Background: an optimization exercise with open tools, aiming at small area, a short achievable clock period and few clock cycles. Do not read the settings as production practice. Only simulation tests tie the RTL to the original design; equivalence was not proved. Power is estimated from default activity; no workload was simulated.

==> flow/design.v (outline; a module is shown in full before it is edited, if it fits) <==
// module musicbytes_synth: 346 lines
// module sine_table: 2929 lines
module musicbytes_synth (
    input  wire        clk,
    input  wire        rst,
    input  wire        note_valid,
    output wire        note_ready,
    input  wire [7:0]  note_tempo,
    input  wire [3:0]  note_dur,
    input  wire [7:0]  note_vol,
    input  wire [21:0] note_freq,
    output wire        out_valid,
    input  wire        out_ready,
    output wire [15:0] out_sample
);
  // ...
==> flow/run.sh <==
#!/bin/bash
# synth_recipe.tcl (not shown) runs the flow's synth.tcl, then flattens the netlist and writes it again
# the make line also repeats each setting of config.mk as NAME=value (left out here)
make -C /OpenROAD-flow-scripts/flow DESIGN_CONFIG=/design/flow/config.mk WORK_HOME=/design/flow/orfs CLKGATE_MAP_FILE= SYNTH_SCRIPT=/design/flow/synth_recipe.tcl finish
==> flow/config.mk <==
export PLATFORM = sky130hd
export DESIGN_NAME = musicbytes_synth
export DESIGN_NICKNAME = musicbytes_synth
export VERILOG_FILES = /design/flow/design.v
export SDC_FILE = /design/flow/constraint.sdc
export NUM_CORES = 4
export LEC_CHECK = 0
export ABC_AREA = 1
export CAP_MARGIN = 20
export CORE_MARGIN = 2
export CORE_UTILIZATION = 30
export SLEW_MARGIN = 20
export SYNTH_MEMORY_MAX_BITS = 16384
==> flow/constraint.sdc <==
create_clock -name core_clock -period 12.0 [get_ports {clk}]
set_input_delay 2.4000 -clock core_clock [delete_from_list [all_inputs] [get_ports {clk}]]
set_output_delay 2.4000 -clock core_clock [all_outputs]
set_load 0.01 [all_outputs]
==> summary.md, run 1 <==
| Metric | Value |
|---|---|
| Final ANT Viol Nets | `0` |
| Post-synth net total | `3374` |
| Max-slew headroom | `0.190` |
| Post-cts resize count | `0` |
| Global-route met3 utilization | `0.120` |
| Initial drt markers | `3452` |
| Max Root-Sink Buffers | `2` |
| Largest net degree at the start of global routing | `85` |
| Synth top area share | `0.220` |
| Cts hold-fix bufs | `0` |
| Post-DP HPWL | `93300 µm` |
| GP Congestion | `1.07` |
| Post-synthesis mux area share | `0` |
| Worst min-delay path class | `reg2reg` |
| GR Util All Layers | `0.335` |
| M1 WL | `50200 µm` |
| Unrepaired setup endpoints after global routing | `false` |
| Ant diodes | `8` |
| Crit share post-route | `0.466` |
| CP Launch Point | `vol[3]` |
| Largest register by flop count | `q` |
| ClkCell Share | `0.0240` |
| CP arrival | `5800 ps` |
| Starting density of the core | `0.303` |
| Outcome | `complete, no violations` |
| TNS Setup | `0 ps` |
| CTS root buf | `clkbuf_16` |
| Clk latency of the worst-skew pair | `460 ps` |
| Slack of the worst reg-to-reg path | `6410 ps` |
| Fmax | `179 MHz` |
| P_int | `1.81 mW` |
| LEAKAGE | `10.4 nW` |
| GRT Max-Usage Layer | `met2` |
| Commonest non-fill, non-tap cell in the layout | `nand2_1` |
| Worst-path clk slew | `60 ps` |
| Top class by area | `multi-input gates` |
| GR Util met1 | `0.433` |
Testbench counts, summed over its fixed seeds: cycles 1,809,057.
==> run 2, diff against run 1 <==
--- a/flow/config.mk
+++ b/flow/config.mk
@@ -5,7 +5,6 @@
 export SDC_FILE = /design/flow/constraint.sdc
 export NUM_CORES = 4
 export LEC_CHECK = 0
-export ABC_AREA = 1
 export CAP_MARGIN = 20
 export CORE_MARGIN = 2
 export CORE_UTILIZATION = 30
==> run 2 against run 1 <==
Routed wire length down 13%; clock power about the same; sequential cell count unchanged; combinational power down 36%; largest power group unchanged; critical path type unchanged; count of clock-buffer cells in the layout up 2; die area up 2.7%; global-route usage down 4.9 points; register-to-register slack worse by 250 ps; critical path depth down 2; non-clock buffer count up 9.
==> summary.md, run 2 <==
| Metric | Value |
|---|---|
| Starting density of the core | `0.304 (+0.00129)` |
| Share of layout cells above drive strength 1 | `0.0517` |
| Row cnt | `98` |
| FF-to-FF path depth | `20` |
| Reg area | `4790 µm²` |
| Initial drt markers | `4186 (+21%)` |
| Skew final | `15.3 ps` |
| Main synth FF type | `edfxtp_1` |
| Number of global-route vias before repair | `23.4k` |
| Hold slack | `438 ps` |
| Final nets | `3105` |
| Count of state elements after synthesis | `162` |
| Yosys cell types | `88` |
| Min-delay src | `sa` |
| Max Root-Sink Buffers | `2 (unchanged)` |
| Largest register by flop count | `q` |
| Post-synth net total | `3173 (-6.0%)` |
| LEAKAGE | `9.12 nW (-12%)` |
| Clock Sinks | `162` |
| GR Util All Layers | `0.286 (-0.0490)` |
| Synthesized area | `21800 µm²` |
| GRT overflow | `0` |
| Synthesis warning total | `1` |
| RR Endpoint | `outq[14]` |
| Asr flop ratio synth | `0` |
| VDD IR max | `0.0000830 V` |
| Ranking of synthesized cells by area | `edfxtp_1 (21%), fa_1 (8.9%), nand2_1 (6.9%)` |
| Unrepaired setup endpoints after global routing | `false` |
| CP startpoint kind | `flop` |
| Avg Synthesized Cell Area | `7.45 µm²` |
| Initial antenna violation count | `5` |
| Final hold violation count | `0` |
| Worst slew pin tran | `1260 ps` |
| First-pass GRT wire length | `159000 µm` |
| Fmax | `171 MHz (-4.3%)` |
| Max-slew headroom | `0.157 (-0.0326)` |
| Post-CTS Setup Bufs | `0` |
| Pwr dens | `108 nW/µm²` |
| Synth top area share | `0.214 (-0.00576)` |
| Slew Limit Fails | `0` |
| Minimum clock period | `5850 ps` |
| Critical Path RT | `12190 ps` |
| Crit share post-route | `0.487 (+0.0211)` |
| Post-synth top cells | `nand2_1 (400), o21ai_0 (295), nor2_1 (273)` |
| Most common cell in the synthesized netlist | `nand2_1` |
| Area of the multi-input gates | `15500 µm²` |
| Cts hold-fix bufs | `0 (unchanged)` |
| P&R area growth vs syn | `9.85%` |
| Post-synth top area cell | `edfxtp_1` |
| CP Capture Type | `flop` |
| Worst-path clk slew | `70 ps (about the same)` |
| Die area | `74700 µm²` |
| Sequential share of the synthesized area | `0.220` |
| Outcome | `complete, no violations` |
| Port bufs | `63` |
| CTS root buf | `clkbuf_16` |
| Remaining DRCs | `0` |
| Worst min-delay path class | `reg2reg` |
| Post-DP HPWL | `75700 µm (-19%)` |
| 1st-pass router iterations | `10` |
| Wire per inst | `28.5 µm` |
| TNS Setup | `0 ps (unchanged)` |
| Max FFs per register | `19` |
| RR Startpoint | `vol[3]` |
| Commonest cells after routing, fill and taps aside | `nand2_1 (400), o21ai_0 (295), nor2_1 (272)` |
| Chip width | `273 µm` |
| Setup violations, final | `0` |
| Vias post-DR | `24.4k` |
| TritonCTS Buffers | `17` |
| I/O pin count | `64` |
| Commonest non-fill, non-tap cell in the layout | `nand2_1` |
| CP arrival | `6040 ps (+240 ps)` |
| Final ANT Viol Nets | `0 (unchanged)` |
| Detail-routed via count per cell | `6.39` |
| Largest net degree at the start of global routing | `119 (+40%)` |
| Post-cts resize count | `0 (unchanged)` |
| Slack of the worst reg-to-reg path | `6150 ps (-250 ps)` |
| DIE HEIGHT | `273 µm` |
| Hold Path Sink | `sr` |
| CTS tree | `yes` |
| GP Congestion | `1.08 (+0.24%)` |
| Max-cap viol count | `0` |
| Critical Setup Path Class | `reg2reg` |
| Hold path cells | `0` |
| Core Region | `71600 µm²` |
| Critical path fanouts, max | `15` |
| Mapped Cells | `2919` |
| H-tree Lvls | `4` |
| Routed wire length | `109000 µm` |
| Clk latency of the worst-skew pair | `450 ps (about the same)` |
| Filler cell count | `7719` |
| Number of synthesized flops with an enable pin | `155` |
-- run 2: layer usage --
| layer | up-vias | wire length [µm] | GRT usage |
|---|---|---|---|
| li1 | 10400 | - | - |
| met3 | 530 | 13300 | 0.0874 |
| met2 | 1810 | 44900 | 0.420 |
| met5 | - | 13 | 0 |
| met4 | 2 | 8070 | 0.166 |
| met1 | 11600 | 42600 | 0.370 |
-- run 2: per-stage QoR --
stage          worst slack (ps)   util  cell area [µm²]  instances  power [mW]
2_1_floorplan              6170      -            21800       2919        1.72
3_3_place_gp               6190  0.325            23300       3780        2.01
3_5_place_dp               6100  0.325            23300       3780        2.02
4_1_cts                    6090  0.333            23900       3811        2.58
5_1_grt                    5730  0.334            23900       3814        2.76
6_report                   6150  0.334            23900       3818        2.58
-- run 2: logic make-up after synthesis --
kind of cell               after synthesis  synth area share
and+or+nand+nor                       1016             0.211
AOI/OAI and AO/OA                     1002             0.290
buffers and inverters                  403            0.0709
adders and majority gates              210             0.154
DFF                                    162             0.220
xor gates and xnor gates                96            0.0386
muxes                                   30            0.0151
-- run 2: final cells by class --
cell class                      count  area share
Inverter                          174      0.0274
Tap cell                          950      0.0497
Antenna cell                        5    0.000523
Clock inverter                     12     0.00555
Timing Repair Buffer              142      0.0517
Multi-Input combinational cell   2354       0.646
Clock buffer                       19      0.0181
Sequential cell                   162       0.201
-- run 2: worst max-delay path, stage by stage (launching register included) --
cell	delay [ps]
edfxtp_1	680
nand2_1	150
fa_1	550
inv_1	50
fa_1	490
inv_1	50
fa_1	500
fa_1	540
inv_1	40
ha_1	320
a21o_1	170
a21oi_1	130
o31a_1	140
o21ai_1	90
a21o_1	220
a21oi_1	370
o21ai_0	280
a31o_1	310
a21o_1	200
a21oi_1	220
xnor2_1	90
-- run 2: how the worst max path moves through the flow --
stage	slack [ps]	startpoint	cells after the start	end
finish	6150	vol[3]	20	outq[14]
global route	5730	vol[4]	20	outq[14]
CTS	6090	vol[3]	20	outq[14]
detailed placement	6100	vol[0]	20	outq[14]
global placement	6190	vol[0]	21	outq[14]
floorplan	6170	sr	19	outq[14]
-- run 2: report_power, final --
group / internal (mW) / switching [mW] / leakage, nW
clock network: 0.306 / 0.244 / 0.271
registers: 0.742 / 0.0996 / 1.62
logic: 0.481 / 0.706 / 7.23
total: 1.53 / 1.05 / 9.12
==> run 3, diff against run 2 <==
==> flow/flow/run.sh (new file) <==
#!/bin/bash
set -euo pipefail
bash standard.sh SETUP_SLACK_MARGIN=7.5 finish > flow_make.log 2>&1
==> flow/standard.sh (new file) <==
#!/bin/bash
# synth_recipe.tcl (not shown) runs the flow's synth.tcl, then flattens the netlist and writes it again
# the make line also repeats each setting of config.mk as NAME=value (left out here)
make -C /OpenROAD-flow-scripts/flow DESIGN_CONFIG=/design/flow/config.mk WORK_HOME=/design/flow/orfs CLKGATE_MAP_FILE= SYNTH_SCRIPT=/design/flow/synth_recipe.tcl "${@:-finish}"
--- a/flow/config.mk
+++ b/flow/config.mk
@@ -5,6 +5,7 @@
 export SDC_FILE = /design/flow/constraint.sdc
 export NUM_CORES = 4
 export LEC_CHECK = 0
+export ABC_AREA = 1
 export CAP_MARGIN = 20
 export CORE_MARGIN = 2
 export CORE_UTILIZATION = 30
removed: flow/run.sh
==> run 3 against run 2 <==
Clock power up 0.9%; sequential share of layout area down 0.51 points; largest cell class unchanged; critical endpoint is now mag[4]; register-to-register slack better by 890 ps; highest routed layer unchanged; clock skew up 9.3 ps.
==> summary.md, run 3 <==
| Metric | Value |
|---|---|
| Port bufs | `63 (unchanged)` |
| GP Congestion | `1.09 (+1.2%)` |
| Chip width | `270 µm (-1.3%)` |
| Max-slew headroom | `0.203 (+0.0464)` |
| Fin cells | `4151 (+8.7%)` |
| Number of synthesized flops with an enable pin | `155 (unchanged)` |
| Share of layout cells above drive strength 1 | `0.0891 (+0.0374)` |
| Max Root-Sink Buffers | `2 (unchanged)` |
| Largest register by flop count | `q` |
| Commonest cells after routing, fill and taps aside | `nand2_1 (647), inv_1 (464), nor2_1 (310)` |
| Ranking of synthesized cells by area | `edfxtp_1 (22%), nand2_1 (12%), fa_1 (9.2%)` |
| 1st-pass router iterations | `11 (+1)` |
| GR Util All Layers | `0.319 (+0.0327)` |
| Die area | `72800 µm² (-2.6%)` |
| Remaining DRCs | `0 (unchanged)` |
| Unrepaired setup endpoints after global routing | `true` |
| Synthesized area | `21200 µm² (-2.6%)` |
| Cts hold-fix bufs | `0 (unchanged)` |
| Critical Path RT | `12290 ps (+100 ps)` |
| Post-synth top cells | `nand2_1 (659), inv_1 (473), nor2_1 (331)` |
| Clk latency of the worst-skew pair | `450 ps (about the same)` |
| Initial antenna violation count | `7 (+2)` |
| Critical Setup Path Class | `reg2reg` |
| Yosys cell types | `62 (-30%)` |
| Clock Sinks | `162 (unchanged)` |
| Worst min-delay path class | `reg2reg` |
| Setup violations, final | `0 (unchanged)` |
| Final nets | `3452 (+11%)` |
| TNS Setup | `0 ps (unchanged)` |
| Initial drt markers | `3736 (-11%)` |
| Routed wire length | `119000 µm (+8.9%)` |
| LEAKAGE | `10.7 nW (+18%)` |
| Largest family of logic cells by synthesized area | `simple AND/OR/NAND/NOR gates` |
| CP Capture Type | `flop` |
| CTS tree | `yes` |
| Minimum clock period | `4950 ps (-892 ps)` |
| Synth top area share | `0.220 (+0.00576)` |
| First-pass GRT wire length | `170000 µm (+7.0%)` |
| Starting density of the core | `0.303 (-0.00129)` |
| Skew final | `24.6 ps (+9.31 ps)` |
| Number of global-route vias before repair | `24.2k (+3.3%)` |
| Critical path fanouts, max | `38 (+23)` |
| Commonest non-fill, non-tap cell in the layout | `nand2_1` |
| GRT overflow | `0 (unchanged)` |
| Post-synth net total | `3374 (+6.3%)` |
| Worst-path clk slew | `80 ps (about the same)` |
| Worst slew pin tran | `1180 ps (-88.2 ps)` |
| Core Region | `70000 µm² (-2.2%)` |
| Wire per inst | `28.6 µm (+0.19%)` |
| Max FFs per register | `19 (unchanged)` |
| Max-cap viol count | `0 (unchanged)` |
| H-tree Lvls | `4 (unchanged)` |
| Power after layout | `3.49 mW (+35%)` |
| Simple-gate share of the synthesized area | `0.257 (+0.0461)` |
| Main synth FF type | `edfxtp_1` |
| Post-synth top area cell | `edfxtp_1` |
| CTS root buf | `clkbuf_16` |
| Ant diodes | `0 (-5)` |
| Detail-routed via count per cell | `5.95 (-6.9%)` |
| Sequential share of the synthesized area | `0.226 (+0.00593)` |
| VDD IR max | `0.000108 V (+30%)` |
| TritonCTS Buffers | `17 (unchanged)` |
| I/O pin count | `64 (unchanged)` |
| Synthesis warning total | `1 (unchanged)` |
| Outcome | `complete, no violations` |
| CP arrival | `5240 ps (-800 ps)` |
| Placed cells | `4050 (+7.1%)` |
| Post-Synth Adder-Cell Area | `0.157 (+0.00320)` |
| DIE HEIGHT | `270 µm (-1.3%)` |
| Synth Area in Compound Gates | `0.211 (-0.0792)` |
| Row cnt | `97 (-1.0%)` |
| Most common cell in the synthesized netlist | `nand2_1` |
| Vias post-DR | `24.7k (+1.2%)` |
| CP startpoint kind | `flop` |
| Post-synthesis mux area share | `0 (-0.0151)` |
| Final hold violation count | `0 (unchanged)` |
| Asr flop ratio synth | `0 (unchanged)` |
| Largest net degree at the start of global routing | `53 (-55%)` |
| Fmax | `202 MHz (+18%)` |
| Avg Synthesized Cell Area | `6.79 µm² (-8.9%)` |
| Post-DP HPWL | `88200 µm (+17%)` |
| Pwr dens | `142 nW/µm² (+32%)` |
| P&R area growth vs syn | `15.8%` |
| Slack of the worst reg-to-reg path | `7050 ps (+890 ps)` |
| Mapped Cells | `3120 (+6.9%)` |
| Xor and xnor area share after synthesis | `0.0343 (-0.00433)` |
| Slew Limit Fails | `0 (unchanged)` |
| Count of state elements after synthesis | `162 (unchanged)` |
| Final ANT Viol Nets | `0 (unchanged)` |
| Crit share post-route | `0.413 (-0.0744)` |
run 3: power by group:
group	leakage [nW]	internal [mW]	total, mW	switching [mW]
combinational	8.89	0.767	2.01	1.24
clock	0.279	0.293	0.555	0.262
sequential	1.57	0.825	0.930	0.106
run 3: critical path, cell delays in order, from the launching register on:
cell and delay [ps]:
edfxtp_1 360, buf_4 270, inv_2 220, buf_4 470, ha_1 230, buf_4 530
inv_1 80, buf_4 330, nor2_2 640, nand2_1 150, o21ai_0 110, nor3_1 80
o41ai_2 770, nand3_1 270, nand2_1 170
run 3: per-layer routing:
layer  global-route usage  wire length (µm)
met5                    0                84
met4                0.177              8390
met3                0.107             15300
met2                0.472             49200
met1                0.407             45600
run 3: final timing paths:
path | startpoint | end | cells after the start
hold reg to reg | sa | sr | 0
hold / removal | sa | sr | 0
setup reg to reg | addr[4] | mag[4] | 14
setup / recovery | addr[4] | mag[4] | 14
run 3: final cells by class:
| cell class | instances | area (µm²) |
|---|---|---|
| Fill cell | 7728 | 45500 |
| Timing Repair Buffer | 196 | 1710 |
| Tap cell | 940 | 1180 |
| Clock buffer | 18 | 429 |
| Inverter | 492 | 1880 |
| Clock inverter | 14 | 151 |
| Sequential cell | 162 | 4790 |
| Multi-Input combinational cell | 2329 | 14400 |
run 3: cell families after synthesis:
group / Yosys count
and+or+nand+nor: 1304
adders and majority gates: 208
DFF: 162
buffers and inverters: 630
AOI/OAI and AO/OA: 733
xor gates and xnor gates: 83
run 3: timing repair:
| item | 4_1_cts | 5_1_grt |
|---|---|---|
| setup buffers | 57 | 11 |
| setup endpoints to repair | 40 | 61 |
| cloned | 0 | 1 |
| pin swaps | 42 | 16 |
| resized for setup | 56 | 42 |
run 3: metrics by stage:
stage	area [µm²]	hold WS, ps	setup slack, ps	util
finish	24500	429	7050	0.350
CTS	24300	434	7150	0.347
floorplan	21400	400	7380	-
global route	24500	440	6890	0.350
detailed placement	23100	418	6710	0.329
global placement	23000	407	6640	0.329
==> module musicbytes_synth, before the edit <==
module musicbytes_synth (
    input  wire        clk,
    input  wire        rst,
    input  wire        note_valid,
    output wire        note_ready,
    input  wire [7:0]  note_tempo,
    input  wire [3:0]  note_dur,
    input  wire [7:0]  note_vol,
    input  wire [21:0] note_freq,
    output wire        out_valid,
    input  wire        out_ready,
    output wire [15:0] out_sample
);
    localparam [2:0] S_IDLE  = 3'd0,    
                     S_PREP  = 3'd1,    
                     S_DIV1A = 3'd2,    
                     S_DIV1B = 3'd3,    
                     S_DIV2  = 3'd4,    
                     S_LAST  = 3'd5,    
                     S_RUN   = 3'd6;    
    localparam [17:0] X_BASE = 18'd165375;
    reg [2:0]  state;
    reg [4:0]  k;
    reg [17:0] e;            
    reg [18:0] q;            
    reg [17:0] dreg;         
    reg [11:0] dph;
    reg [11:0] ph;
    reg        c;
    reg [17:0] cnt;          
    reg [7:0]  vol;
    reg [9:0]  addr;         
    reg        a10, sa, va;
    reg [14:0] mag;
    reg        sr, vr;
    reg [15:0] outq;
    reg        ov;
    reg        nr;           
    wire run   = (state == S_RUN);
    wire div1a = (state == S_DIV1A);
    wire div1  = div1a | (state == S_DIV1B);
    wire div2  = (state == S_DIV2);
    wire stall   = ov & ~out_ready;
    wire drained = ~va & ~vr & ~ov;
    wire [3:0]  cp_in = (note_dur >= 4'd9) ? 5'd17 - note_dur : 4'd8 - note_dur;
    wire [7:0]  tm    = dreg[7:0];
    wire [7:0]  bpm   = (tm < 8'd120) ? tm + 8'd120 :
                        (tm < 8'd240) ? tm : tm - 8'd120;
    wire        bit_in = div1a ? X_BASE[k] : div2 & dreg[17];
    wire [18:0] t_run  = {1'b0, e} + {1'b0, dreg};
    wire [18:0] t      = run ? t_run : {e, bit_in};
    wire [17:0] op_b   = div1 ? {10'd0, dreg[7:0]} : q[18:1];
    wire        cin_u  = div1 | ~q[0];
    wire [19:0] u      = {1'b0, t} + {2'b11, ~op_b} + {19'd0, cin_u};
    wire        ge     = ~u[19];
    wire [17:0] e_nx   = ge ? u[17:0] : t[17:0];
    wire        last   = (cnt == {17'd0, ~q[0]});
    wire        to_div2 = (div1a & (k == 5'd0) & (cnt[3:0] == 4'd0)) |
                          ((state == S_DIV1B) & (cnt[3:0] == 4'd1));
    wire [14:0] table_q;
    sine_table u_table (.a(addr), .q(table_q));
    wire [10:0] addr_nx = ph[10] ? (11'd1024 - {1'b0, ph[9:0]}) : {1'b0, ph[9:0]};
    wire ms1 = (mag[6] & vol[0]) ^ (mag[5] & vol[1]);
    wire mc2 = (mag[6] & vol[0]) & (mag[5] & vol[1]);
    wire ms3 = (mag[7] & vol[0]) ^ (mag[6] & vol[1]) ^ (mag[5] & vol[2]);
    wire mc4 = ((mag[7] & vol[0]) & (mag[6] & vol[1])) | ((mag[5] & vol[2]) & ((mag[7] & vol[0]) ^ (mag[6] & vol[1])));
    wire ms5 = (mag[4] & vol[3]) ^ (mag[3] & vol[4]) ^ (mag[2] & vol[5]);
    wire mc6 = ((mag[4] & vol[3]) & (mag[3] & vol[4])) | ((mag[2] & vol[5]) & ((mag[4] & vol[3]) ^ (mag[3] & vol[4])));
    wire ms7 = (mag[8] & vol[0]) ^ (mag[7] & vol[1]) ^ (mag[6] & vol[2]);
    wire mc8 = ((mag[8] & vol[0]) & (mag[7] & vol[1])) | ((mag[6] & vol[2]) & ((mag[8] & vol[0]) ^ (mag[7] & vol[1])));
    wire ms9 = (mag[5] & vol[3]) ^ (mag[4] & vol[4]) ^ (mag[3] & vol[5]);
    wire mc10 = ((mag[5] & vol[3]) & (mag[4] & vol[4])) | ((mag[3] & vol[5]) & ((mag[5] & vol[3]) ^ (mag[4] & vol[4])));
    wire ms11 = (mag[2] & vol[6]) ^ (mag[1] & vol[7]);
    wire mc12 = (mag[2] & vol[6]) & (mag[1] & vol[7]);
    wire ms13 = (mag[9] & vol[0]) ^ (mag[8] & vol[1]) ^ (mag[7] & vol[2]);
    wire mc14 = ((mag[9] & vol[0]) & (mag[8] & vol[1])) | ((mag[7] & vol[2]) & ((mag[9] & vol[0]) ^ (mag[8] & vol[1])));
    wire ms15 = (mag[6] & vol[3]) ^ (mag[5] & vol[4]) ^ (mag[4] & vol[5]);
    wire mc16 = ((mag[6] & vol[3]) & (mag[5] & vol[4])) | ((mag[4] & vol[5]) & ((mag[6] & vol[3]) ^ (mag[5] & vol[4])));
    wire ms17 = (mag[3] & vol[6]) ^ (mag[2] & vol[7]) ^ sr;
    wire mc18 = ((mag[3] & vol[6]) & (mag[2] & vol[7])) | (sr & ((mag[3] & vol[6]) ^ (mag[2] & vol[7])));
    wire ms19 = (mag[10] & vol[0]) ^ (mag[9] & vol[1]) ^ (mag[8] & vol[2]);
    wire mc20 = ((mag[10] & vol[0]) & (mag[9] & vol[1])) | ((mag[8] & vol[2]) & ((mag[10] & vol[0]) ^ (mag[9] & vol[1])));
    wire ms21 = (mag[7] & vol[3]) ^ (mag[6] & vol[4]) ^ (mag[5] & vol[5]);
    wire mc22 = ((mag[7] & vol[3]) & (mag[6] & vol[4])) | ((mag[5] & vol[5]) & ((mag[7] & vol[3]) ^ (mag[6] & vol[4])));
    wire ms23 = (mag[4] & vol[6]) ^ (mag[3] & vol[7]) ^ sr;
    wire mc24 = ((mag[4] & vol[6]) & (mag[3] & vol[7])) | (sr & ((mag[4] & vol[6]) ^ (mag[3] & vol[7])));
    wire ms25 = (mag[11] & vol[0]) ^ (mag[10] & vol[1]) ^ (mag[9] & vol[2]);
    wire mc26 = ((mag[11] & vol[0]) & (mag[10] & vol[1])) | ((mag[9] & vol[2]) & ((mag[11] & vol[0]) ^ (mag[10] & vol[1])));
    wire ms27 = (mag[8] & vol[3]) ^ (mag[7] & vol[4]) ^ (mag[6] & vol[5]);
    wire mc28 = ((mag[8] & vol[3]) & (mag[7] & vol[4])) | ((mag[6] & vol[5]) & ((mag[8] & vol[3]) ^ (mag[7] & vol[4])));
    wire ms29 = (mag[5] & vol[6]) ^ (mag[4] & vol[7]) ^ sr;
    wire mc30 = ((mag[5] & vol[6]) & (mag[4] & vol[7])) | (sr & ((mag[5] & vol[6]) ^ (mag[4] & vol[7])));
    wire ms31 = (mag[12] & vol[0]) ^ (mag[11] & vol[1]) ^ (mag[10] & vol[2]);
    wire mc32 = ((mag[12] & vol[0]) & (mag[11] & vol[1])) | ((mag[10] & vol[2]) & ((mag[12] & vol[0]) ^ (mag[11] & vol[1])));
    wire ms33 = (mag[9] & vol[3]) ^ (mag[8] & vol[4]) ^ (mag[7] & vol[5]);
    wire mc34 = ((mag[9] & vol[3]) & (mag[8] & vol[4])) | ((mag[7] & vol[5]) & ((mag[9] & vol[3]) ^ (mag[8] & vol[4])));
    wire ms35 = (mag[6] & vol[6]) ^ (mag[5] & vol[7]) ^ sr;
    wire mc36 = ((mag[6] & vol[6]) & (mag[5] & vol[7])) | (sr & ((mag[6] & vol[6]) ^ (mag[5] & vol[7])));
    wire ms37 = (mag[13] & vol[0]) ^ (mag[12] & vol[1]) ^ (mag[11] & vol[2]);
    wire mc38 = ((mag[13] & vol[0]) & (mag[12] & vol[1])) | ((mag[11] & vol[2]) & ((mag[13] & vol[0]) ^ (mag[12] & vol[1])));
    wire ms39 = (mag[10] & vol[3]) ^ (mag[9] & vol[4]) ^ (mag[8] & vol[5]);
    wire mc40 = ((mag[10] & vol[3]) & (mag[9] & vol[4])) | ((mag[8] & vol[5]) & ((mag[10] & vol[3]) ^ (mag[9] & vol[4])));
    wire ms41 = (mag[7] & vol[6]) ^ (mag[6] & vol[7]) ^ sr;
    wire mc42 = ((mag[7] & vol[6]) & (mag[6] & vol[7])) | (sr & ((mag[7] & vol[6]) ^ (mag[6] & vol[7])));
    wire ms43 = (mag[14] & vol[0]) ^ (mag[13] & vol[1]) ^ (mag[12] & vol[2]);
    wire mc44 = ((mag[14] & vol[0]) & (mag[13] & vol[1])) | ((mag[12] & vol[2]) & ((mag[14] & vol[0]) ^ (mag[13] & vol[1])));
    wire ms45 = (mag[11] & vol[3]) ^ (mag[10] & vol[4]) ^ (mag[9] & vol[5]);
    wire mc46 = ((mag[11] & vol[3]) & (mag[10] & vol[4])) | ((mag[9] & vol[5]) & ((mag[11] & vol[3]) ^ (mag[10] & vol[4])));
    wire ms47 = (mag[8] & vol[6]) ^ (mag[7] & vol[7]) ^ sr;
    wire mc48 = ((mag[8] & vol[6]) & (mag[7] & vol[7])) | (sr & ((mag[8] & vol[6]) ^ (mag[7] & vol[7])));
    wire ms49 = (mag[14] & vol[1]) ^ (mag[13] & vol[2]) ^ (mag[12] & vol[3]);
    wire mc50 = ((mag[14] & vol[1]) & (mag[13] & vol[2])) | ((mag[12] & vol[3]) & ((mag[14] & vol[1]) ^ (mag[13] & vol[2])));
    wire ms51 = (mag[11] & vol[4]) ^ (mag[10] & vol[5]) ^ (mag[9] & vol[6]);
    wire mc52 = ((mag[11] & vol[4]) & (mag[10] & vol[5])) | ((mag[9] & vol[6]) & ((mag[11] & vol[4]) ^ (mag[10] & vol[5])));
    wire ms53 = (mag[8] & vol[7]) ^ sr;
    wire mc54 = (mag[8] & vol[7]) & sr;
    wire ms55 = (mag[14] & vol[2]) ^ (mag[13] & vol[3]) ^ (mag[12] & vol[4]);
    wire mc56 = ((mag[14] & vol[2]) & (mag[13] & vol[3])) | ((mag[12] & vol[4]) & ((mag[14] & vol[2]) ^ (mag[13] & vol[3])));
    wire ms57 = (mag[11] & vol[5]) ^ (mag[10] & vol[6]) ^ (mag[9] & vol[7]);
    wire mc58 = ((mag[11] & vol[5]) & (mag[10] & vol[6])) | ((mag[9] & vol[7]) & ((mag[11] & vol[5]) ^ (mag[10] & vol[6])));
    wire ms59 = (mag[14] & vol[3]) ^ (mag[13] & vol[4]) ^ (mag[12] & vol[5]);
    wire mc60 = ((mag[14] & vol[3]) & (mag[13] & vol[4])) | ((mag[12] & vol[5]) & ((mag[14] & vol[3]) ^ (mag[13] & vol[4])));
    wire ms61 = (mag[4] & vol[0]) ^ (mag[3] & vol[1]);
    wire mc62 = (mag[4] & vol[0]) & (mag[3] & vol[1]);
    wire ms63 = (mag[5] & vol[0]) ^ (mag[4] & vol[1]) ^ (mag[3] & vol[2]);
    wire mc64 = ((mag[5] & vol[0]) & (mag[4] & vol[1])) | ((mag[3] & vol[2]) & ((mag[5] & vol[0]) ^ (mag[4] & vol[1])));
    wire ms65 = (mag[2] & vol[3]) ^ (mag[1] & vol[4]);
    wire mc66 = (mag[2] & vol[3]) & (mag[1] & vol[4]);
    wire ms67 = ms1 ^ (mag[4] & vol[2]) ^ (mag[3] & vol[3]);
    wire mc68 = (ms1 & (mag[4] & vol[2])) | ((mag[3] & vol[3]) & (ms1 ^ (mag[4] & vol[2])));
    wire ms69 = (mag[2] & vol[4]) ^ (mag[1] & vol[5]) ^ (mag[0] & vol[6]);
    wire mc70 = ((mag[2] & vol[4]) & (mag[1] & vol[5])) | ((mag[0] & vol[6]) & ((mag[2] & vol[4]) ^ (mag[1] & vol[5])));
    wire ms71 = ms3 ^ ms5 ^ (mag[1] & vol[6]);
    wire mc72 = (ms3 & ms5) | ((mag[1] & vol[6]) & (ms3 ^ ms5));
    wire ms73 = (mag[0] & vol[7]) ^ 1'b1 ^ mc2;
    wire mc74 = ((mag[0] & vol[7]) & 1'b1) | (mc2 & ((mag[0] & vol[7]) ^ 1'b1));
    wire ms75 = ms7 ^ ms9 ^ ms11;
    wire mc76 = (ms7 & ms9) | (ms11 & (ms7 ^ ms9));
    wire ms77 = sr ^ mc4 ^ mc6;
    wire mc78 = (sr & mc4) | (mc6 & (sr ^ mc4));
    wire ms79 = ms13 ^ ms15 ^ ms17;
    wire mc80 = (ms13 & ms15) | (ms17 & (ms13 ^ ms15));
    wire ms81 = mc8 ^ mc10 ^ mc12;
    wire mc82 = (mc8 & mc10) | (mc12 & (mc8 ^ mc10));
    wire ms83 = ms19 ^ ms21 ^ ms23;
    wire mc84 = (ms19 & ms21) | (ms23 & (ms19 ^ ms21));
    wire ms85 = mc14 ^ mc16 ^ mc18;
    wire mc86 = (mc14 & mc16) | (mc18 & (mc14 ^ mc16));
    wire ms87 = ms25 ^ ms27 ^ ms29;
    wire mc88 = (ms25 & ms27) | (ms29 & (ms25 ^ ms27));
    wire ms89 = mc20 ^ mc22 ^ mc24;
    wire mc90 = (mc20 & mc22) | (mc24 & (mc20 ^ mc22));
    wire ms91 = ms31 ^ ms33 ^ ms35;
    wire mc92 = (ms31 & ms33) | (ms35 & (ms31 ^ ms33));
    wire ms93 = mc26 ^ mc28 ^ mc30;
    wire mc94 = (mc26 & mc28) | (mc30 & (mc26 ^ mc28));
    wire ms95 = ms37 ^ ms39 ^ ms41;
    wire mc96 = (ms37 & ms39) | (ms41 & (ms37 ^ ms39));
    wire ms97 = mc32 ^ mc34 ^ mc36;
    wire mc98 = (mc32 & mc34) | (mc36 & (mc32 ^ mc34));
    wire ms99 = ms43 ^ ms45 ^ ms47;
    wire mc100 = (ms43 & ms45) | (ms47 & (ms43 ^ ms45));
    wire ms101 = mc38 ^ mc40 ^ mc42;
    wire mc102 = (mc38 & mc40) | (mc42 & (mc38 ^ mc40));
    wire ms103 = ms49 ^ ms51 ^ ms53;
    wire mc104 = (ms49 & ms51) | (ms53 & (ms49 ^ ms51));
    wire ms105 = mc44 ^ mc46 ^ mc48;
    wire mc106 = (mc44 & mc46) | (mc48 & (mc44 ^ mc46));
    wire ms107 = ms55 ^ ms57 ^ sr;
    wire mc108 = (ms55 & ms57) | (sr & (ms55 ^ ms57));
    wire ms109 = mc50 ^ mc52 ^ mc54;
    wire mc110 = (mc50 & mc52) | (mc54 & (mc50 ^ mc52));
    wire ms111 = ms59 ^ (mag[11] & vol[6]) ^ (mag[10] & vol[7]);
    wire mc112 = (ms59 & (mag[11] & vol[6])) | ((mag[10] & vol[7]) & (ms59 ^ (mag[11] & vol[6])));
    wire ms113 = sr ^ mc56 ^ mc58;
    wire mc114 = (sr & mc56) | (mc58 & (sr ^ mc56));
    wire ms115 = (mag[14] & vol[4]) ^ (mag[13] & vol[5]) ^ (mag[12] & vol[6]);
    wire mc116 = ((mag[14] & vol[4]) & (mag[13] & vol[5])) | ((mag[12] & vol[6]) & ((mag[14] & vol[4]) ^ (mag[13] & vol[5])));
    wire ms117 = (mag[11] & vol[7]) ^ sr ^ mc60;
    wire mc118 = ((mag[11] & vol[7]) & sr) | (mc60 & ((mag[11] & vol[7]) ^ sr));
    wire ms119 = (mag[14] & vol[5]) ^ (mag[13] & vol[6]) ^ (mag[12] & vol[7]);
    wire mc120 = ((mag[14] & vol[5]) & (mag[13] & vol[6])) | ((mag[12] & vol[7]) & ((mag[14] & vol[5]) ^ (mag[13] & vol[6])));
    wire ms121 = (mag[3] & vol[0]) ^ (mag[2] & vol[1]);
    wire mc122 = (mag[3] & vol[0]) & (mag[2] & vol[1]);
    wire ms123 = ms61 ^ (mag[2] & vol[2]) ^ (mag[1] & vol[3]);
    wire mc124 = (ms61 & (mag[2] & vol[2])) | ((mag[1] & vol[3]) & (ms61 ^ (mag[2] & vol[2])));
    wire ms125 = ms63 ^ ms65 ^ (mag[0] & vol[5]);
    wire mc126 = (ms63 & ms65) | ((mag[0] & vol[5]) & (ms63 ^ ms65));
    wire ms127 = ms67 ^ ms69 ^ mc64;
    wire mc128 = (ms67 & ms69) | (mc64 & (ms67 ^ ms69));
    wire ms129 = ms71 ^ ms73 ^ mc68;
    wire mc130 = (ms71 & ms73) | (mc68 & (ms71 ^ ms73));
    wire ms131 = ms75 ^ ms77 ^ mc72;
    wire mc132 = (ms75 & ms77) | (mc72 & (ms75 ^ ms77));
    wire ms133 = ms79 ^ ms81 ^ mc76;
    wire mc134 = (ms79 & ms81) | (mc76 & (ms79 ^ ms81));
    wire ms135 = ms83 ^ ms85 ^ mc80;
    wire mc136 = (ms83 & ms85) | (mc80 & (ms83 ^ ms85));
    wire ms137 = ms87 ^ ms89 ^ mc84;
    wire mc138 = (ms87 & ms89) | (mc84 & (ms87 ^ ms89));
    wire ms139 = ms91 ^ ms93 ^ mc88;
    wire mc140 = (ms91 & ms93) | (mc88 & (ms91 ^ ms93));
    wire ms141 = ms95 ^ ms97 ^ mc92;
    wire mc142 = (ms95 & ms97) | (mc92 & (ms95 ^ ms97));
    wire ms143 = ms99 ^ ms101 ^ mc96;
    wire mc144 = (ms99 & ms101) | (mc96 & (ms99 ^ ms101));
    wire ms145 = ms103 ^ ms105 ^ mc100;
    wire mc146 = (ms103 & ms105) | (mc100 & (ms103 ^ ms105));
    wire ms147 = ms107 ^ ms109 ^ mc104;
    wire mc148 = (ms107 & ms109) | (mc104 & (ms107 ^ ms109));
    wire ms149 = ms111 ^ ms113 ^ mc108;
    wire mc150 = (ms111 & ms113) | (mc108 & (ms111 ^ ms113));
    wire ms151 = ms115 ^ ms117 ^ mc112;
    wire mc152 = (ms115 & ms117) | (mc112 & (ms115 ^ ms117));
    wire ms153 = ms119 ^ sr ^ mc116;
    wire mc154 = (ms119 & sr) | (mc116 & (ms119 ^ sr));
    wire ms155 = (mag[14] & vol[6]) ^ (mag[13] & vol[7]) ^ sr;
    wire mc156 = ((mag[14] & vol[6]) & (mag[13] & vol[7])) | (sr & ((mag[14] & vol[6]) ^ (mag[13] & vol[7])));
    wire ms157 = (mag[2] & vol[0]) ^ (mag[1] & vol[1]);
    wire mc158 = (mag[2] & vol[0]) & (mag[1] & vol[1]);
    wire ms159 = ms121 ^ (mag[1] & vol[2]) ^ (mag[0] & vol[3]);
    wire mc160 = (ms121 & (mag[1] & vol[2])) | ((mag[0] & vol[3]) & (ms121 ^ (mag[1] & vol[2])));
    wire ms161 = ms123 ^ (mag[0] & vol[4]) ^ mc122;
    wire mc162 = (ms123 & (mag[0] & vol[4])) | (mc122 & (ms123 ^ (mag[0] & vol[4])));
    wire ms163 = ms125 ^ mc62 ^ mc124;
    wire mc164 = (ms125 & mc62) | (mc124 & (ms125 ^ mc62));
    wire ms165 = ms127 ^ mc66 ^ mc126;
    wire mc166 = (ms127 & mc66) | (mc126 & (ms127 ^ mc66));
    wire ms167 = ms129 ^ mc70 ^ mc128;
    wire mc168 = (ms129 & mc70) | (mc128 & (ms129 ^ mc70));
    wire ms169 = ms131 ^ mc74 ^ mc130;
    wire mc170 = (ms131 & mc74) | (mc130 & (ms131 ^ mc74));
    wire ms171 = ms133 ^ mc78 ^ mc132;
    wire mc172 = (ms133 & mc78) | (mc132 & (ms133 ^ mc78));
    wire ms173 = ms135 ^ mc82 ^ mc134;
    wire mc174 = (ms135 & mc82) | (mc134 & (ms135 ^ mc82));
    wire ms175 = ms137 ^ mc86 ^ mc136;
    wire mc176 = (ms137 & mc86) | (mc136 & (ms137 ^ mc86));
    wire ms177 = ms139 ^ mc90 ^ mc138;
    wire mc178 = (ms139 & mc90) | (mc138 & (ms139 ^ mc90));
    wire ms179 = ms141 ^ mc94 ^ mc140;
    wire mc180 = (ms141 & mc94) | (mc140 & (ms141 ^ mc94));
    wire ms181 = ms143 ^ mc98 ^ mc142;
    wire mc182 = (ms143 & mc98) | (mc142 & (ms143 ^ mc98));
    wire ms183 = ms145 ^ mc102 ^ mc144;
    wire mc184 = (ms145 & mc102) | (mc144 & (ms145 ^ mc102));
    wire ms185 = ms147 ^ mc106 ^ mc146;
    wire mc186 = (ms147 & mc106) | (mc146 & (ms147 ^ mc106));
    wire ms187 = ms149 ^ mc110 ^ mc148;
    wire mc188 = (ms149 & mc110) | (mc148 & (ms149 ^ mc110));
    wire ms189 = ms151 ^ mc114 ^ mc150;
    wire mc190 = (ms151 & mc114) | (mc150 & (ms151 ^ mc114));
    wire ms191 = ms153 ^ mc118 ^ mc152;
    wire mc192 = (ms153 & mc118) | (mc152 & (ms153 ^ mc118));
    wire ms193 = ms155 ^ mc120 ^ mc154;
    wire mc194 = (ms155 & mc120) | (mc154 & (ms155 ^ mc120));
    wire ms195 = (mag[14] & vol[7]) ^ sr ^ mc156;
    wire mc196 = ((mag[14] & vol[7]) & sr) | (mc156 & ((mag[14] & vol[7]) ^ sr));
    wire [23:0] mrow_a = {sr, sr, ms195, ms193, ms191, ms189, ms187, ms185, ms183, ms181, ms179, ms177, ms175, ms173, ms171, ms169, ms167, ms165, ms163, ms161, ms159, ms157, (mag[1] & vol[0]), (mag[0] & vol[0])};
    wire [23:0] mrow_b = {1'b0, mc196, mc194, mc192, mc190, mc188, mc186, mc184, mc182, mc180, mc178, mc176, mc174, mc172, mc170, mc168, mc166, mc164, mc162, mc160, mc158, (mag[0] & vol[2]), (mag[0] & vol[1]), 1'b0};
    wire [23:0] scaled = mrow_a + mrow_b;
    wire [15:0] out_val = scaled[23:8] ^ {16{sr}};
    assign note_ready = nr;
    assign out_valid  = ov;
    assign out_sample = outq;
    always @(posedge clk) begin
        if (rst) begin
            state <= S_IDLE;
            va    <= 1'b0;
            vr    <= 1'b0;
            ov    <= 1'b0;
            nr    <= 1'b0;
        end else begin
            nr <= (state == S_LAST) & drained & ~(nr & note_valid);
            if (!stall) begin
                va <= run;
                vr <= va;
                ov <= vr;
            end
            case (state)
                S_IDLE:  if (note_valid) state <= S_PREP;
                S_PREP:  state <= S_DIV1A;
                S_DIV1A: if (k == 5'd0) state <= to_div2 ? S_DIV2 : S_DIV1B;
                S_DIV1B: if (to_div2) state <= S_DIV2;
                S_DIV2:  if (k == 5'd0) state <= S_LAST;
                S_LAST:  if (nr && note_valid) state <= S_RUN;
                S_RUN:   if (!stall && last) state <= S_IDLE;
                default: state <= S_IDLE;
            endcase
        end
    end
    always @(posedge clk) begin
        case (state)
            S_IDLE: begin
                dreg[7:0] <= note_tempo;
                cnt[3:0]  <= cp_in;
            end
            S_PREP: begin
                dreg[7:0] <= bpm;
                e         <= 18'd0;
                q         <= 19'd0;
                k         <= 5'd17;
            end
            S_DIV1A, S_DIV1B: begin
                e <= e_nx;
                q <= {q[17:0], ge};
                k <= k - 5'd1;
                if (!div1a) cnt[3:0] <= cnt[3:0] - 4'd1;
                if (to_div2) begin
                    e                <= 18'd0;
                    {dreg, cnt[3:0]} <= note_freq;
                    k                <= 5'd25;
                end
            end
            S_DIV2: begin
                e                <= e_nx;
                dph              <= {dph[10:0], ge};
                {dreg, cnt[3:0]} <= {dreg[16:0], cnt[3:0], 1'b0};
                k                <= k - 5'd1;
                if (k == 5'd0) dreg <= e_nx;
            end
            S_LAST: begin
                cnt <= q[18:1];
                ph  <= 12'd0;
                c   <= 1'b0;
                if (nr) vol <= note_vol;
            end
            S_RUN: begin
                if (!stall) begin
                    ph  <= ph + dph + {11'd0, c};
                    e   <= e_nx;
                    c   <= ge;
                    cnt <= cnt - 18'd1;
                end
            end
            default: ;
        endcase
        if (!stall) begin
            {a10, addr} <= addr_nx;
            sa   <= ph[11];
            mag  <= table_q | {15{a10}};
            sr   <= sa;
            outq <= out_val;
        end
    end
endmodule
==> run 4, diff against run 3 <==
--- a/flow/design.v
+++ b/flow/design.v
@@ -33,6 +33,8 @@
     reg        a10, sa, va;
     reg [14:0] mag;
     reg        sr, vr;
+    reg [15:0] ma, mb;       
+    reg        mc, sm, vm;
     reg [15:0] outq;
     reg        ov;
     reg        nr;           
@@ -41,7 +43,7 @@
     wire div1  = div1a | (state == S_DIV1B);
     wire div2  = (state == S_DIV2);
     wire stall   = ov & ~out_ready;
-    wire drained = ~va & ~vr & ~ov;
+    wire drained = ~va & ~vr & ~vm & ~ov;
     wire [3:0]  cp_in = (note_dur >= 4'd9) ? 5'd17 - note_dur : 4'd8 - note_dur;
     wire [7:0]  tm    = dreg[7:0];
     wire [7:0]  bpm   = (tm < 8'd120) ? tm + 8'd120 :
@@ -54,7 +56,8 @@
     wire [19:0] u      = {1'b0, t} + {2'b11, ~op_b} + {19'd0, cin_u};
     wire        ge     = ~u[19];
     wire [17:0] e_nx   = ge ? u[17:0] : t[17:0];
-    wire        last   = (cnt == {17'd0, ~q[0]});
+    reg         lastq;
+    wire        pre_last = (cnt == {16'd0, ~q[0], q[0]});
     wire        to_div2 = (div1a & (k == 5'd0) & (cnt[3:0] == 4'd0)) |
                           ((state == S_DIV1B) & (cnt[3:0] == 4'd1));
     wire [14:0] table_q;
@@ -258,8 +261,9 @@
     wire mc196 = ((mag[14] & vol[7]) & sr) | (mc156 & ((mag[14] & vol[7]) ^ sr));
     wire [23:0] mrow_a = {sr, sr, ms195, ms193, ms191, ms189, ms187, ms185, ms183, ms181, ms179, ms177, ms175, ms173, ms171, ms169, ms167, ms165, ms163, ms161, ms159, ms157, (mag[1] & vol[0]), (mag[0] & vol[0])};
     wire [23:0] mrow_b = {1'b0, mc196, mc194, mc192, mc190, mc188, mc186, mc184, mc182, mc180, mc178, mc176, mc174, mc172, mc170, mc168, mc166, mc164, mc162, mc160, mc158, (mag[0] & vol[2]), (mag[0] & vol[1]), 1'b0};
-    wire [23:0] scaled = mrow_a + mrow_b;
-    wire [15:0] out_val = scaled[23:8] ^ {16{sr}};
+    wire [8:0]  low_sum = {1'b0, mrow_a[7:0]} + {1'b0, mrow_b[7:0]};
+    wire [15:0] scaled  = ma + mb + {15'd0, mc};
+    wire [15:0] out_val = scaled ^ {16{sm}};
     assign note_ready = nr;
     assign out_valid  = ov;
     assign out_sample = outq;
@@ -268,6 +272,7 @@
             state <= S_IDLE;
             va    <= 1'b0;
             vr    <= 1'b0;
+            vm    <= 1'b0;
             ov    <= 1'b0;
             nr    <= 1'b0;
         end else begin
@@ -275,7 +280,8 @@
             if (!stall) begin
                 va <= run;
                 vr <= va;
-                ov <= vr;
+                vm <= vr;
+                ov <= vm;
             end
             case (state)
                 S_IDLE:  if (note_valid) state <= S_PREP;
@@ -284,7 +290,7 @@
                 S_DIV1B: if (to_div2) state <= S_DIV2;
                 S_DIV2:  if (k == 5'd0) state <= S_LAST;
                 S_LAST:  if (nr && note_valid) state <= S_RUN;
-                S_RUN:   if (!stall && last) state <= S_IDLE;
+                S_RUN:   if (!stall && lastq) state <= S_IDLE;
                 default: state <= S_IDLE;
             endcase
         end
@@ -317,12 +323,13 @@
                 dph              <= {dph[10:0], ge};
                 {dreg, cnt[3:0]} <= {dreg[16:0], cnt[3:0], 1'b0};
                 k                <= k - 5'd1;
-                if (k == 5'd0) dreg <= e_nx;
             end
             S_LAST: begin
-                cnt <= q[18:1];
-                ph  <= 12'd0;
-                c   <= 1'b0;
+                cnt   <= q[18:1];
+                lastq <= 1'b0;
+                dreg  <= e;
+                ph    <= 12'd0;
+                c     <= 1'b0;
                 if (nr) vol <= note_vol;
             end
             S_RUN: begin
@@ -331,6 +338,7 @@
                     e   <= e_nx;
                     c   <= ge;
                     cnt <= cnt - 18'd1;
+                    lastq <= pre_last;
                 end
             end
             default: ;
@@ -340,6 +348,10 @@
             sa   <= ph[11];
             mag  <= table_q | {15{a10}};
             sr   <= sa;
+            ma   <= mrow_a[23:8];
+            mb   <= mrow_b[23:8];
+            mc   <= low_sum[8];
+            sm   <= sr;
             outq <= out_val;
         end
     end
==> flow/flow/run.sh (replaced) <==
#!/bin/bash
set -euo pipefail
bash standard.sh SETUP_SLACK_MARGIN=8.5 finish > flow_make.log 2>&1
==> run 4 against run 3 <==
Cell count rose by 12%; critical path depth unchanged; combinational power up 54%; routed wire length is 2.5% higher; via count rose by 7.1%; hold slack improved by 3.8 ps; critical path type unchanged; critical endpoint is now mag[1]; highest routed layer unchanged.
==> summary.md, run 4 <==
| Metric | Value |
|---|---|
| Outcome | `complete, no violations` |
| Sequential share of the synthesized area | `0.249 (+0.0225)` |
| GRT overflow | `0 (unchanged)` |
| Clk latency of the worst-skew pair | `470 ps (+20 ps)` |
| Post-synth top cells | `nand2_1 (1051), inv_1 (495), nand3_1 (335), nor2_1 (335), o21ai_0 (209)` |
| Minimum clock period | `3580 ps (-1380 ps)` |
| Ranking of synthesized cells by area | `edfxtp_1 (24%), nand2_1 (17%), fa_1 (8.5%)` |
| CP startpoint kind | `flop` |
| Crit share post-route | `0.298 (-0.115)` |
| Commonest non-fill, non-tap cell in the layout | `nand2_1` |
| Row cnt | `102 (+5.2%)` |
| Post-Synth Adder-Cell Area | `0.146 (-0.0109)` |
| LEAKAGE | `13.2 nW (+22%)` |
| Worst-path clk slew | `80 ps (about the same)` |
| Largest register by flop count | `q` |
| Commonest cells after routing, fill and taps aside | `nand2_1 (1005), inv_1 (476), nand3_1 (326)` |
| Finished Core Util | `0.354 (+0.00383)` |
| Chip width | `282 µm (+4.6%)` |
| Skew final | `16.8 ps (-7.72 ps)` |
| Synthesis warning total | `1 (unchanged)` |
| Reg area | `5790 µm² (+21%)` |
| Post-synth top area cell | `edfxtp_1` |
| Worst slew pin tran | `1060 ps (-120 ps)` |
| Setup violations, final | `0 (unchanged)` |
| Max Root-Sink Buffers | `2 (unchanged)` |
| Number of global-route vias before repair | `25.1k (+4.0%)` |
| Fmax | `279 MHz (+38%)` |
| Initial drt markers | `3613 (-3.3%)` |
| Largest family of logic cells by synthesized area | `simple AND/OR/NAND/NOR gates` |
| Final ANT Viol Nets | `0 (unchanged)` |
| Filler cell count | `8398 (+8.7%)` |
| Post-DP HPWL | `86900 µm (-1.5%)` |
| Unrepaired setup endpoints after global routing | `true` |
| Port bufs | `63 (unchanged)` |
| Max FFs per register | `19 (unchanged)` |
| Die area | `79600 µm² (+9.4%)` |
| Switching power | `2.40 mW (+49%)` |
| Asr flop ratio synth | `0 (unchanged)` |
| Worst min-delay path class | `reg2reg` |
| Critical path buffers and inverters | `6 (unchanged)` |
| DIE HEIGHT | `282 µm (+4.6%)` |
| Clk pwr share | `0.123 (-0.036)` |
| GR Util All Layers | `0.299 (-0.0204)` |
| Final nets | `3862 (+12%)` |
| Sequential group share of total power | `0.237 (-0.029)` |
| Avg Synthesized Cell Area | `6.56 µm² (-3.5%)` |
| I/O pin count | `64 (unchanged)` |
| VDD IR max | `0.000128 V (+19%)` |
| Synth top area share | `0.242 (+0.0222)` |
| Slew Limit Fails | `0 (unchanged)` |
| Max-cap viol count | `0 (unchanged)` |
| Sw Ratio | `0.495 (+0.0350)` |
| H-tree Lvls | `4 (unchanged)` |
| P&R area growth vs syn | `17.6%` |
| Final hold violation count | `0 (unchanged)` |
| Detail-routed via count per cell | `5.68 (-4.6%)` |
| Number of synthesized flops with an enable pin | `187 (+21%)` |
| Synth Area in Compound Gates | `0.131 (-0.0806)` |
| Max-slew headroom | `0.295 (+0.0916)` |
| Critical Setup Path Class | `reg2reg` |
| Post-synthesis mux area share | `0.000862 (+0.000862)` |
| Worst path top cell family by delay | `buffers and inverters` |
| Yosys cell types | `52 (-16%)` |
| TNS Setup | `0 ps (unchanged)` |
| Largest net degree at the start of global routing | `82 (+55%)` |
| Routed wire length | `122000 µm (+2.5%)` |
| Simple-gate share of the synthesized area | `0.334 (+0.0776)` |
| Crit path cell chain | `inv_2, buf_8, ha_1, buf_4, clkinv_2, buf_4, nor2_4, nor2_1, nand4_1, nand3_1, nand2_1, inv_1, nand4_1, nand3_1` |
| 1st-pass router iterations | `8 (-3)` |
| Starting density of the core | `0.301 (-0.00139)` |
| CP arrival | `3710 ps (-1530 ps)` |
| Core Region | `77100 µm² (+10%)` |
| Most common cell in the synthesized netlist | `nand2_1` |
| Main synth FF type | `edfxtp_1` |
| Share of layout cells above drive strength 1 | `0.113 (+0.0235)` |
| Xor and xnor area share after synthesis | `0.0264 (-0.00790)` |
| Pwr dens | `178 nW/µm² (+25%)` |
| Clock Sinks | `195 (+20%)` |
| Critical Path RT | `12130 ps (-160 ps)` |
| P_int | `2.45 mW (+30%)` |
| Wire per inst | `26.1 µm (-8.7%)` |
| Max incr delay on CP | `460 ps (-310 ps)` |
| Comb pwr share | `0.640 (+0.065)` |
| CP max stage cell | `edfxtp_1` |
| CTS tree | `yes` |
| Synthesized area | `23200 µm² (+9.6%)` |
| First-pass GRT wire length | `172000 µm (+1.1%)` |
| Initial antenna violation count | `7 (unchanged)` |
| Post-synth net total | `3800 (+13%)` |
| Critical path fanouts, max | `38 (unchanged)` |
| Remaining DRCs | `0 (unchanged)` |
| Vias post-DR | `26.5k (+7.1%)` |
| TritonCTS Buffers | `17 (unchanged)` |
| Power after layout | `4.85 mW (+39%)` |
| CTS root buf | `clkbuf_16` |
| Mapped Cells | `3542 (+14%)` |
| CP Capture Type | `flop` |
| GP Congestion | `1.12 (+3.2%)` |
| Count of state elements after synthesis | `195 (+20%)` |
| Area of the multi-input gates | `15800 µm² (+9.9%)` |
[run 4: final timing paths]
kind	startpoint	endpoint	slack, ps	depth (start not counted)
worst min-delay path	sa	sr	430	0
worst min register to register	sa	sr	430	0
worst max register to register	addr[4]	mag[1]	8420	14
worst max-delay path	addr[4]	mag[1]	8420	14
[run 4: logic make-up after synthesis]
family          count (synthesis)
xor+xnor                       70
compound gates                545
simple gates                 1859
flops                         195
fa+ha+maj                     212
buf+inv                       659
mux                             2
[run 4: area by class of cell]
cell class / count / area share
antenna: 3 / 0.000275
clock buffer: 18 / 0.0161
clock inverter: 14 / 0.00591
inverter: 510 / 0.0717
multi-input combinational: 2691 / 0.579
sequential: 195 / 0.212
tap: 1040 / 0.0477
timing repair buffer: 186 / 0.0661
timing repair inverter: 3 / 0.000825
[run 4: worst register-to-register path, cell delays in order, from the launching register on]
cell and delay, ps:
edfxtp_1 460, inv_2 90, buf_8 320, ha_1 240
buf_4 280, clkinv_2 220, buf_4 310, nor2_4 270
nor2_1 140, nand4_1 160, nand3_1 280, nand2_1 160
inv_1 60, nand4_1 70, nand3_1 190
[run 4: metrics by stage]
step           instances  worst slack [ps]  hold WS [ps]  cell area, µm²
6_report            4660              8420           433           27300
5_1_grt             4658              8280           448           27300
4_1_cts             4623              8440           433           26400
3_5_place_dp        4543              7320           414           24900
3_3_place_gp        4543              7350           405           24900
2_1_floorplan       3542              7650           400           23300
[run 4: what timing repair did]
item	4_1_cts	5_1_grt
gates resized for setup	189	156
cloned	7	5
hold buffers	0	0
pin swaps	27	47
setup endpoints to repair	190	123
buffers inserted	41	29
[run 4: power by group through the flow]
stage | Clock, mW | Combinational, mW | Sequential [mW]
after detailed placement | 0 | 2.44 | 1.16
final | 0.596 | 3.10 | 1.15
after global routing | 0.636 | 3.38 | 1.17
after floorplan | 0 | 1.75 | 1.12
after global placement | 0 | 2.46 | 1.16
after CTS | 0.613 | 2.74 | 1.14
[run 4: per-layer routing]
metal / vias up / track usage / part of all wire
met5: - / 0 / 0.00019
met4: 4 / 0.156 / 0.065
met3: 453 / 0.0970 / 0.12
met2: 1790 / 0.448 / 0.42
met1: 12500 / 0.382 / 0.39
li1: 11700 / - / -
Testbench counts of run 4, summed over its fixed seeds: cycles 1,809,065.

separate check: timing with driven ports:
Ports are ideal in the flow. The routed layouts listed here were re-timed in OpenROAD. Step 1 assumes that a clkbuf_16 drives the clock port and a buf_2 every other input. Step 2 adds t to the input delays and takes it off the output delays; t is the mean of the earliest and latest rising clock arrival at the registers after step 1. Input paths then give back, and output paths get back, about the clock's delay inside the block. Three values: ideal ports, drivers, drivers and shift; two values: the first two.
run | t (ns) | setup WS [ns] | worst setup path at the end | slew at the worst register clock pin (ns)
run 1 | 0.506 | 6.406 / 6.406 / 6.406 | register to register | 0.08 / 0.08
run 2 | 0.496 | 6.153 / 6.153 / 6.153 | register to register | 0.07 / 0.07
run 3 | 0.495 | 7.045 / 7.045 / 7.045 | register to register | 0.08 / 0.08
run 4 | 0.522 | 8.421 / 8.421 / 8.103 | input to register | 0.09 / 0.09
After both steps setup and hold are still met in every run listed. For run 4, which loses most, drivers alone change the setup slack by 0.000 ns; drivers and shift together by -0.318 ns.
